This design comes from an exercise in tuning for a short achievable clock period and few clock cycles per item on the open sky130 flow, not from production work. In this exercise RTL edits were held to simulation tests only and were not proved equivalent to the original. The flow treats the clock pin as an ideal source, which a real chip does not have. Power figures rest on the tool's default switching activity, not on a simulated workload.

Setup of the previous run:
==> flow/design.v (excerpt) <==
module dnp3_rx (
    input  wire        clk,
    input  wire        rst,
    input  wire        cmd_valid,
    output reg         cmd_ready,
    input  wire [8:0]  cmd_len,
    input  wire        in_valid,
    output reg         in_ready,
    input  wire [31:0] in_data,
    output reg         res_valid,
    output reg  [3:0]  res_err,
    output reg  [16:0] res_mask,
    output reg  [6:0]  res_sum,
    output reg  [4:0]  res_nblk,
    output reg  [7:0]  res_len,
    output reg  [7:0]  res_ctrl,
    output reg  [15:0] res_dst,
    output reg  [15:0] res_src
);
Size: about 640 flip-flops.
export LEC_CHECK = 0
export ABC_CLOCK_PERIOD_IN_PS = 2000
export CAP_MARGIN = 20
export CORE_MARGIN = 2
export CORE_UTILIZATION = 40
export CTS_BUF_LIST = sky130_fd_sc_hd__clkbuf_8
export PLACE_DENSITY = 0.6
export SLEW_MARGIN = 20
export SYNTH_HIERARCHICAL = 1
create_clock -name core_clock -period 8.0 [get_ports {clk}]
standard.sh (not shown) runs the stock make flow with config.mk's settings and CLKGATE_MAP_FILE= SYNTH_SCRIPT=/design/flow/synth_recipe.tcl, a recipe that flattens the netlist after the stock synthesis.
==> flow/flow/run.sh <==
#!/bin/bash
set -euo pipefail
export SETUP_SLACK_MARGIN=5.6
export POST_CTS_TCL="$PWD/flow/clock_top.tcl"
bash standard.sh > standard.log 2>&1
==> flow/flow/clock_top.tcl <==
# Rebuild the top of the clock tree that CTS made. CTS gives a root buffer,
# one H-tree level of buffers and the leaf buffers that drive the flip-flops.
# Here the root and H-tree buffers are replaced by NROOT buffers placed next
# to the clock port, each driving the leaf buffers of one part of the die, so
# every flip-flop's clock passes two buffers instead of three. The leaf
# buffers and their flip-flop clusters are kept as CTS made them.
proc rebuild_clock_top {nroot} {
  set db [ord::get_db]
  set block [ord::get_db_block]
  set clknet [$block findNet clk]
  set master [$db findMaster sky130_fd_sc_hd__clkbuf_16]

  # walk the buffer tree from the clock port: a buffer that drives a
  # flip-flop is a leaf; one that drives buffers is above the leaves; cells
  # whose output drives nothing are CTS's dummy loads
  set tree {}
  set leaves {}
  set front [list $clknet]
  while {[llength $front]} {
    set next {}
    foreach net $front {
      foreach it [$net getITerms] {
        if {[$it isOutputSignal]} continue
        set inst [$it getInst]
        set on "NULL"
        foreach ot [$inst getITerms] {
          if {[$ot isOutputSignal] && [$ot getNet] ne "NULL"} { set on [$ot getNet] }
        }
        if {$on eq "NULL"} { lappend tree $inst; continue }
        if {![string match "sky130_fd_sc_hd__clkbuf_*" [[$inst getMaster] getName]]} {
          error "clock top: unexpected cell [$inst getName] in the clock tree"
        }
        set nff 0
        foreach lt [$on getITerms] {
          if {[$lt getInst] == $inst} continue
          if {[string match "*__*df*" [[[$lt getInst] getMaster] getName]]} { incr nff }
        }
        if {$nff > 0} {
          lappend leaves $inst
        } else {
          lappend tree $inst
          lappend next $on
        }
      }
    }
    set front $next
  }
  puts "clock top: [llength $tree] root/H-tree/dummy buffers, [llength $leaves] leaf buffers"

  # leaf buffers' inputs are left unconnected for now
  foreach leaf $leaves { [$leaf findITerm A] disconnect }
  foreach inst $tree {
    set nets {}
    foreach it [$inst getITerms] {
      if {[$it getNet] ne "NULL" && [$it isOutputSignal]} { lappend nets [$it getNet] }
      $it disconnect
    }
    odb::dbInst_destroy $inst
    foreach on $nets {
      if {[llength [$on getITerms]] == 0 && [llength [$on getBTerms]] == 0} { odb::dbNet_destroy $on }
    }
  }

  # clock port position, pulled inside the core
  set bt [$block findBTerm clk]
  set bb [$bt getBBox]
  set px [expr {([$bb xMin] + [$bb xMax]) / 2}]
  set py [expr {([$bb yMin] + [$bb yMax]) / 2}]
  set core [$block getCoreArea]
  set px [expr {max([$core xMin], min([$core xMax] - 20000, $px))}]
  set py [expr {max([$core yMin], min([$core yMax] - 5440, $py))}]

  # split the leaves into nroot groups by angle around the die centre
  set die [$block getDieArea]
  set cx [expr {([$die xMin] + [$die xMax]) / 2.0}]
  set cy [expr {([$die yMin] + [$die yMax]) / 2.0}]
  set keyed {}
  foreach leaf $leaves {
    set b [$leaf getBBox]
    set x [expr {([$b xMin] + [$b xMax]) / 2.0}]
    set y [expr {([$b yMin] + [$b yMax]) / 2.0}]
    lappend keyed [list [expr {atan2($y - $cy, $x - $cx)}] $leaf]
  }
  set keyed [lsort -real -index 0 $keyed]
  set n [llength $keyed]
  for {set r 0} {$r < $nroot} {incr r} {
    set inst [odb::dbInst_create $block $master "clkbuf_root_${r}_clk"]
    $inst setLocation $px $py
    $inst setPlacementStatus PLACED
    [$inst findITerm A] connect $clknet
    set net [odb::dbNet_create $block "clknet_root_${r}_clk"]
    $net setSigType CLOCK
    [$inst findITerm X] connect $net
    set lo [expr {($n * $r) / $nroot}]
    set hi [expr {($n * ($r + 1)) / $nroot}]
    for {set i $lo} {$i < $hi} {incr i} {
      [[lindex $keyed $i 1] findITerm A] connect $net
    }
    puts "clock top: [$inst getName] drives [expr {$hi - $lo}] leaf buffers"
  }
  global_connect
}

# Run as ORFS's POST_CTS_TCL hook, after CTS and its timing repair.
rebuild_clock_top 4
detailed_placement
check_placement -verbose
estimate_parasitics -placement
report_clock_latency
The previous run finished every stage and its layout cleared the timing, design-rule and antenna checks.
Testbench counts of the previous run, summed over its fixed seeds: cycles 12,403, frames 320.
Edits applied to the flow inputs when going from the previous run to the current run:
# the previous run
export LEC_CHECK = 0
export ABC_CLOCK_PERIOD_IN_PS = 2000
export CAP_MARGIN = 20
export CORE_MARGIN = 2
export CORE_UTILIZATION = 40
export CTS_BUF_LIST = sky130_fd_sc_hd__clkbuf_8
export PLACE_DENSITY = 0.6
export SLEW_MARGIN = 20
export SYNTH_HIERARCHICAL = 1
create_clock -name core_clock -period 8.0 [get_ports {clk}]
# the current run
export LEC_CHECK = 0
export ABC_CLOCK_PERIOD_IN_PS = 2000
export CAP_MARGIN = 20
export CORE_MARGIN = 2
export CORE_UTILIZATION = 65
export PLACE_DENSITY = 0.75
export SLEW_MARGIN = 20
export SYNTH_HIERARCHICAL = 1
create_clock -name core_clock -period 8.0 [get_ports {clk}]
--- a/flow/flow/clock_top.tcl
+++ b/flow/flow/clock_top.tcl
@@ -6 +6 @@
-# buffers and their flip-flop clusters are kept as CTS made them.
+# buffers' flip-flop clusters are kept as CTS made them.
@@ -100,0 +101,8 @@
+  # a lightly loaded leaf is faster as clkbuf_8, and loads its root less
+  set m8 [$db findMaster sky130_fd_sc_hd__clkbuf_8]
+  set n8 0
+  foreach leaf $leaves {
+    set on [[$leaf findITerm X] getNet]
+    if {[llength [$on getITerms]] <= 21} { $leaf swapMaster $m8; incr n8 }
+  }
+  puts "clock top: $n8 leaf buffers resized to clkbuf_8"
Findings:
- Re power: the current run and the previous run aren't equal, and the lower value belongs to the current run.
- Higher end-of-flow core utilization goes to the current run over the previous run.
- The previous run has lower worst setup slack than the current run.
- The current run ended up with res_ctrl[7]$_SDFF_PN0_ as its startpoint of the worst setup timing path; the previous run ended up with res_len[3]$_SDFF_PN0_.
- Higher final cell count without fillers goes to the previous run over the current run.
- The die used by the current run is smaller than the one used by the previous run.

-- what the ideal ports hide --
Ports are ideal in the flow. The routed layouts listed here were re-timed in OpenROAD.
Step 1 sets driving cells, clkbuf_16 on the clock port and buf_2 on the other inputs (assumed; they add their load-dependent delay and slew).
Step 2 moves the port delays by t, midway between the first and last clock arrival at a register: inputs arrive t later, outputs are due t later. That takes back most of the time a late clock gives input paths.
Slacks: no drivers / after step 1 / after step 2; pairs: no drivers / after step 1.
run | t, ns | setup WS [ns] | slew at the worst register clock pin (ns) | worst slew at a driven data input, ns
the previous run | 0.499 | 5.490 / 5.438 / 5.211 | 0.07 / 0.07 | 0.04
the current run | 0.447 | 5.540 / 5.488 / 5.195 | 0.10 / 0.10 | 0.04
After both steps setup and hold are still met in every run listed. For the current run, which loses most, drivers alone change the setup slack by -0.052 ns; drivers and shift together by -0.345 ns.
